Background: an optimization exercise with open tools, aiming at small area. Do not read the settings as production practice.
The flow treats the clock pin as an ideal source, which a real chip does not have.
Power figures rest on the tool's default switching activity, not on a simulated workload.

==> flow/design.v <==
module alarm_dueby #(
    parameter W = 16
) (
    input  wire [W-1:0] c,
    input  wire [W-1:0] target,
    output wire         due
);
    wire [W-1:0] cy;
    assign cy[0] = 1'b1;
    genvar i;
    generate
        for (i = 0; i < W - 1; i = i + 1) begin : g_chain
            assign cy[i+1] = (c[i] & ~target[i]) | (cy[i] & (c[i] | ~target[i]));
        end
    endgenerate
    assign due = ~(c[W-1] ^ ~target[W-1] ^ cy[W-1]);
endmodule
module alarm_timer (
    input  wire        clk,
    input  wire        rst,
    input  wire [23:0] tc,
    input  wire [2:0]  t_op,
    input  wire [23:0] t_arg,
    output wire        t_due
);
    reg  [23:0] tsched;
    wire op_set = (t_op == 3'd1);
    wire [23:0] base = op_set ? tc : tsched;
    wire [23:0] g = base & t_arg;
    wire [23:0] p = base ^ t_arg;
    wire [23:0] sum;
    wire [24:0] cy;
    assign cy[0] = 1'b0;
    genvar i;
    generate
        for (i = 0; i < 24; i = i + 2) begin : g_add
            assign cy[i+1] = g[i] | (p[i] & cy[i]);
            assign cy[i+2] = (g[i+1] | (p[i+1] & g[i])) | (p[i+1] & p[i] & cy[i]);
            assign sum[i]   = p[i] ^ cy[i];
            assign sum[i+1] = p[i+1] ^ cy[i+1];
        end
    endgenerate
    wire due;
    alarm_dueby #(.W(24)) u_cmp (.c(tc), .target(sum), .due(due));
    wire due_op = (t_op == 3'd3) | (t_op == 3'd4) | (t_op == 3'd5);
    assign t_due = due_op & due & ~rst;
    always @(posedge clk) begin
        if (rst)
            tsched <= 24'd0;
        else if (op_set || (t_op == 3'd5 && due))
            tsched <= sum;
        else if (t_op == 3'd2 || (t_op == 3'd4 && due))
            tsched <= tc;
    end
endmodule
module dmx_frame_decoder (
    input  wire        clk,
    input  wire        rst,
    input  wire        init,
    input  wire        in_valid,
    output wire        in_ready,
    input  wire [7:0]  in_data,
    input  wire [15:0] c,
    output reg         sink_cfg_valid,
    output wire [9:0]  sink_cfg_count,
    output reg         sink_wr_valid,
    output reg  [8:0]  sink_wr_index,
    output reg  [7:0]  sink_wr_data,
    output reg         ok_pulse,
    output reg         err_pulse,
    output wire [7:0]  err_tag,
    output reg         ok_indicator
);
    localparam [2:0] ST_START_M = 3'b100;
    localparam [2:0] ST_START_C = 3'b101;
    localparam [2:0] ST_START_0 = 3'b110;
    localparam [2:0] ST_CMD     = 3'b111;
    localparam [2:0] ST_LOW     = 3'b000;
    localparam [2:0] ST_HIGH    = 3'b001;
    localparam [2:0] ST_DATA0   = 3'b010;
    localparam [2:0] ST_DATAN   = 3'b011;
    reg [2:0]  state;
    reg [9:0]  active;
    wire [9:0] idx = {1'b0, sink_wr_index};
    wire [7:0] last_byte = sink_wr_data;
    reg [15:0] deadline;   
    wire rst_any = rst | init;
    assign in_ready = ~rst_any;
    wire accept = in_valid & ~rst_any;
    wire [7:0] ch = in_data;
    assign sink_cfg_count = active;
    assign err_tag = {~err_pulse, ~state[1] | state[0], state[1] & ~state[0],
                      state[1] & err_pulse, ~(state[1] | state[0]),
                      ~(state[1] | state[0] | ~err_pulse), state[0] & err_pulse,
                      ~state[1]};
    wire idle_due;
    alarm_dueby #(.W(16)) u_idle (.c(c), .target(deadline), .due(idle_due));
    wire [15:0] c_dl;
    wire [16:3] ic;
    assign c_dl[2:0] = c[2:0];
    assign ic[3] = 1'b0;
    genvar k;
    generate
        for (k = 3; k < 16; k = k + 1) begin : g_dl
            if (k == 3 || k == 6 || k == 7) begin : g_one
                assign c_dl[k] = ~(c[k] ^ ic[k]);
                assign ic[k+1] = c[k] | ic[k];
            end else begin : g_zero
                assign c_dl[k] = c[k] ^ ic[k];
                assign ic[k+1] = c[k] & ic[k];
            end
        end
    endgenerate
    wire is_start = state[2] & ~(state[1] & state[0]);
    wire m_start  = (ch == 8'h7E);
    wire resync   = ~is_start & m_start & idle_due;
    wire d_zero = (ch == 8'd0) & (last_byte == 8'd0);
    wire d_over = (ch[7:2] != 6'd0) | (ch[1] & (ch[0] | (last_byte != 8'd0)));
    wire [9:0] d = {ch[1:0], last_byte};
    wire [9:0] windex;
    wire [10:0] wc;
    assign wc[0] = 1'b1;
    generate
        for (k = 0; k < 10; k = k + 1) begin : g_inc
            assign windex[k] = idx[k] ^ wc[k];
            assign wc[k+1]   = idx[k] & wc[k];
        end
    endgenerate
    wire more = ~state[0] | (windex != active);
    reg [2:0] n_state;
    reg       err, ok, wr, cfg, set_active, start_data;
    always @(*) begin
        n_state    = state;
        err        = 1'b0;
        ok         = 1'b0;
        wr         = 1'b0;
        cfg        = 1'b0;
        set_active = 1'b0;
        start_data = 1'b0;
        if (is_start | resync) begin
            if (m_start) begin
                n_state = ST_CMD;
                err     = resync;
            end else begin
                err     = 1'b1;
                n_state = ST_START_M;
            end
        end else begin
            case (state)
                ST_CMD: begin
                    if (ch == 8'h06) begin
                        n_state = ST_LOW;
                    end else begin
                        err     = 1'b1;
                        n_state = ST_START_M;
                    end
                end
                ST_LOW: n_state = ST_HIGH;
                ST_HIGH: begin
                    if (d_zero) begin
                        err     = 1'b1;
                        n_state = ST_START_0;
                    end else if (d_over) begin
                        err     = 1'b1;
                        n_state = ST_START_C;
                    end else begin
                        n_state    = ST_DATA0;
                        start_data = 1'b1;
                        if (d != active) begin
                            set_active = 1'b1;
                            cfg        = 1'b1;
                        end
                    end
                end
                default: begin
                    if (more) begin
                        wr      = 1'b1;
                        n_state = ST_DATAN;
                    end else if (ch == 8'hE7) begin
                        ok      = 1'b1;
                        n_state = ST_START_M;
                    end else begin
                        err     = 1'b1;
                        n_state = ST_START_M;
                    end
                end
            endcase
        end
    end
    always @(posedge clk) begin
        if (accept)
            sink_wr_data <= ch;
        if (accept & wr)
            sink_wr_index <= state[0] ? windex[8:0] : 9'd0;
        if (rst_any | accept)
            deadline <= c_dl;
    end
    always @(posedge clk) begin
        if (rst_any) begin
            state          <= ST_START_M;
            active         <= 10'd0;
            ok_indicator   <= 1'b0;
            sink_cfg_valid <= 1'b1;
            sink_wr_valid  <= 1'b0;
            ok_pulse       <= 1'b0;
            err_pulse      <= 1'b0;
        end else if (accept) begin
            state          <= n_state;
            if (err)
                active <= 10'd0;
            else if (set_active)
                active <= d;
            if (err)
                ok_indicator <= 1'b0;
            else if (ok)
                ok_indicator <= 1'b1;
            sink_cfg_valid <= err | cfg;
            sink_wr_valid  <= wr;
            ok_pulse       <= ok;
            err_pulse      <= err;
        end else begin
            sink_cfg_valid <= 1'b0;
            sink_wr_valid  <= 1'b0;
            ok_pulse       <= 1'b0;
            err_pulse      <= 1'b0;
        end
    end
endmodule
module dmx_core (
    input  wire        clk,
    input  wire        rst,
    input  wire [31:0] now,
    input  wire        init,
    input  wire        in_valid,
    output wire        in_ready,
    input  wire [7:0]  in_data,
    output wire        sink_cfg_valid,
    output wire [9:0]  sink_cfg_count,
    output wire        sink_wr_valid,
    output wire [8:0]  sink_wr_index,
    output wire [7:0]  sink_wr_data,
    output wire        ok_pulse,
    output wire        err_pulse,
    output wire [7:0]  err_tag,
    output wire        ok_indicator,
    input  wire [2:0]  t_op,
    input  wire [23:0] t_arg,
    output wire        t_due
);
    dmx_frame_decoder u_dec (
        .clk            (clk),
        .rst            (rst),
        .init           (init),
        .in_valid       (in_valid),
        .in_ready       (in_ready),
        .in_data        (in_data),
        .c              (now[15:0]),
        .sink_cfg_valid (sink_cfg_valid),
        .sink_cfg_count (sink_cfg_count),
        .sink_wr_valid  (sink_wr_valid),
        .sink_wr_index  (sink_wr_index),
        .sink_wr_data   (sink_wr_data),
        .ok_pulse       (ok_pulse),
        .err_pulse      (err_pulse),
        .err_tag        (err_tag),
        .ok_indicator   (ok_indicator)
    );
    alarm_timer u_timer (
        .clk   (clk),
        .rst   (rst),
        .tc    (now[31:8]),
        .t_op  (t_op),
        .t_arg (t_arg),
        .t_due (t_due)
    );
endmodule
export LEC_CHECK = 0
export CAP_MARGIN = 20
export CORE_MARGIN = 2
export CORE_UTILIZATION = 40
export GPL_TIMING_DRIVEN = 1
export SLEW_MARGIN = 20
create_clock -name core_clock -period 8.0 [get_ports {clk}]
standard.sh (not shown) runs the stock make flow with config.mk's settings and CLKGATE_MAP_FILE= SYNTH_SCRIPT=/design/flow/synth_recipe.tcl, a recipe that flattens the netlist after the stock synthesis.
==> flow/flow/run.sh <==
#!/bin/bash
# The standard layout, with two changes:
#  - synthesis maps with ABC's area-oriented script flow/area.abc (the rest of
#    the standard flow's synthesis script is unchanged, so the registers are the same);
#  - port buffers are sky130_fd_sc_hd__buf_1 cells.
set -euo pipefail
HERE=$PWD
{
  echo "proc abc {args} {"
  echo "  set i [lsearch -exact \$args -script]"
  echo "  if {\$i >= 0} { lset args [expr {\$i + 1}] $HERE/flow/area.abc }"
  echo "  yosys abc {*}\$args"
  echo "}"
  cat synth_recipe.tcl
} > my_synth.tcl
sed "s#SYNTH_SCRIPT=[^ ]*#SYNTH_SCRIPT=$HERE/my_synth.tcl#" standard.sh > my_standard.sh
export BUFFER_PORTS_ARGS="-buffer_cell sky130_fd_sc_hd__buf_1"
if [[ -f flow/cts_args.txt ]]; then export CTS_ARGS="$(cat flow/cts_args.txt)"; fi
if [[ -f flow/post_cts.tcl ]]; then export POST_CTS_TCL="$HERE/flow/post_cts.tcl"; fi
bash my_standard.sh > flow.log 2>&1
==> flow/flow/area.abc <==
strash
&get -n
&st
&dch -f
&nf
&put
strash
&get -n
&st
&dch -f
&nf
&put
strash
&get -n
&st
&dch -f
&nf
&put
topo
stime -c
==> flow/flow/cts_args.txt <==
-sink_clustering_enable -repair_clock_nets -buf_list {sky130_fd_sc_hd__clkbuf_4} -dont_use_dummy_load
==> flow/flow/post_cts.tcl <==
set sizes {sky130_fd_sc_hd__clkbuf_2 sky130_fd_sc_hd__clkbuf_4 sky130_fd_sc_hd__clkbuf_8 sky130_fd_sc_hd__clkbuf_16}
set n_up 0
for {set iter 0} {$iter < 4} {incr iter} {
  estimate_parasitics -placement
  set up {}
  foreach inst [get_cells *] {
    set k [lsearch -exact $sizes [get_property $inst ref_name]]
    if {$k < 0 || $k == [llength $sizes] - 1} { continue }
    set out [get_pins -of_objects $inst -filter "direction == output"]
    set loads [get_pins -of_objects [get_nets -of_objects $out] -filter "direction == input"]
    set worst 0
    foreach l $loads {
      if {[get_property $l lib_pin_name] ne "CLK"} { continue }
      set s [get_property $l slew_max]
      if {$s > $worst} { set worst $s }
    }
    puts "post_cts: pass $iter [get_full_name $inst] [get_property $inst ref_name] [llength $loads] loads, worst slew $worst"
    if {$worst > 0.110} { lappend up [list $inst [lindex $sizes [expr {$k + 1}]]] }
  }
  if {[llength $up] == 0} { break }
  foreach u $up { replace_cell [lindex $u 0] [lindex $u 1]; incr n_up }
}
puts "post_cts: $n_up clock buffer resizes"
if {$n_up > 0} {
  detailed_placement
  check_placement -verbose
}
==> next run, changes <==
--- a/flow/design.v
+++ b/flow/design.v
@@ -32,13 +32,15 @@
     wire [24:0] cy;
     assign cy[0] = 1'b0;
+    assign cy[1] = g[0];
     genvar i;
     generate
-        for (i = 0; i < 24; i = i + 2) begin : g_add
-            assign cy[i+1] = g[i] | (p[i] & cy[i]);
+        for (i = 0; i < 24; i = i + 2) begin : g_even
             assign cy[i+2] = (g[i+1] | (p[i+1] & g[i])) | (p[i+1] & p[i] & cy[i]);
-            assign sum[i]   = p[i] ^ cy[i];
-            assign sum[i+1] = p[i+1] ^ cy[i+1];
-        end
-    endgenerate
+        end
+        for (i = 1; i < 23; i = i + 2) begin : g_odd
+            assign cy[i+2] = (g[i+1] | (p[i+1] & g[i])) | (p[i+1] & p[i] & cy[i]);
+        end
+    endgenerate
+    assign sum = p ^ cy[23:0];
     wire due;
     alarm_dueby #(.W(24)) u_cmp (.c(tc), .target(sum), .due(due));
@@ -78,9 +80,9 @@
     localparam [2:0] ST_LOW     = 3'b000;
     localparam [2:0] ST_HIGH    = 3'b001;
-    localparam [2:0] ST_DATA0   = 3'b010;
-    localparam [2:0] ST_DATAN   = 3'b011;
+    localparam [2:0] ST_DATA    = 3'b010;
     reg [2:0]  state;
     reg [9:0]  active;
-    wire [9:0] idx = {1'b0, sink_wr_index};
+    reg        wfirst;
+    wire [9:0] idx = {wfirst, sink_wr_index};
     wire [7:0] last_byte = sink_wr_data;
     reg [15:0] deadline;   
@@ -127,5 +129,5 @@
         end
     endgenerate
-    wire more = ~state[0] | (windex != active);
+    wire more = (windex != active);
     reg [2:0] n_state;
     reg       err, ok, wr, cfg, set_active, start_data;
@@ -165,5 +167,5 @@
                         n_state = ST_START_C;
                     end else begin
-                        n_state    = ST_DATA0;
+                        n_state    = ST_DATA;
                         start_data = 1'b1;
                         if (d != active) begin
@@ -175,6 +177,5 @@
                 default: begin
                     if (more) begin
-                        wr      = 1'b1;
-                        n_state = ST_DATAN;
+                        wr = 1'b1;
                     end else if (ch == 8'hE7) begin
                         ok      = 1'b1;
@@ -191,6 +192,8 @@
         if (accept)
             sink_wr_data <= ch;
-        if (accept & wr)
-            sink_wr_index <= state[0] ? windex[8:0] : 9'd0;
+        if (accept & start_data)
+            {wfirst, sink_wr_index} <= 10'h3FF;
+        else if (accept & wr)
+            {wfirst, sink_wr_index} <= windex;
         if (rst_any | accept)
             deadline <= c_dl;
=>
- The new run produced a clean layout
- global-route usage fell by 0.59 points
- synthesized area rose by 0.62%
- via count rose by 5.1%
- die area rose by 0.60%
- setup slack improved by 0.061 ns
- power rose by 12%
No functional check of the RTL was part of any run of this note.

==> what the ideal ports hide <==
No port has a modelled driver above. Below, the same layouts with a new extraction and two added sets of constraints. Step 1: set_driving_cell puts a clkbuf_16 on clk and a buf_2 on each other input, an assumption about the parent block. Step 2 adds t to the input delays and takes it off the output delays; t is the mean of the earliest and latest rising clock arrival at the registers after step 1. Input paths then give back, and output paths get back, about the clock's delay inside the block. a / b / c = no drivers / after step 1 / after step 2; a / b = the first two.
| run | t (ns) | setup WS [ns] | worst setup path at the end | latest minus earliest clock arrival (ns) | worst data-port slew with drivers (ns) |
|---|---|---|---|---|---|
| the first run | 0.459 | 0.270 / 0.245 / 0.245 | input to output | 0.030 / 0.030 | 0.06 |
| the second run | 0.470 | 0.331 / 0.308 / 0.308 | input to output | 0.030 / 0.031 | 0.06 |
After both steps setup and hold are still met in every run listed. The setup slack of the first run, which loses most, moves by -0.025 ns with the drivers and by -0.025 ns with both steps.
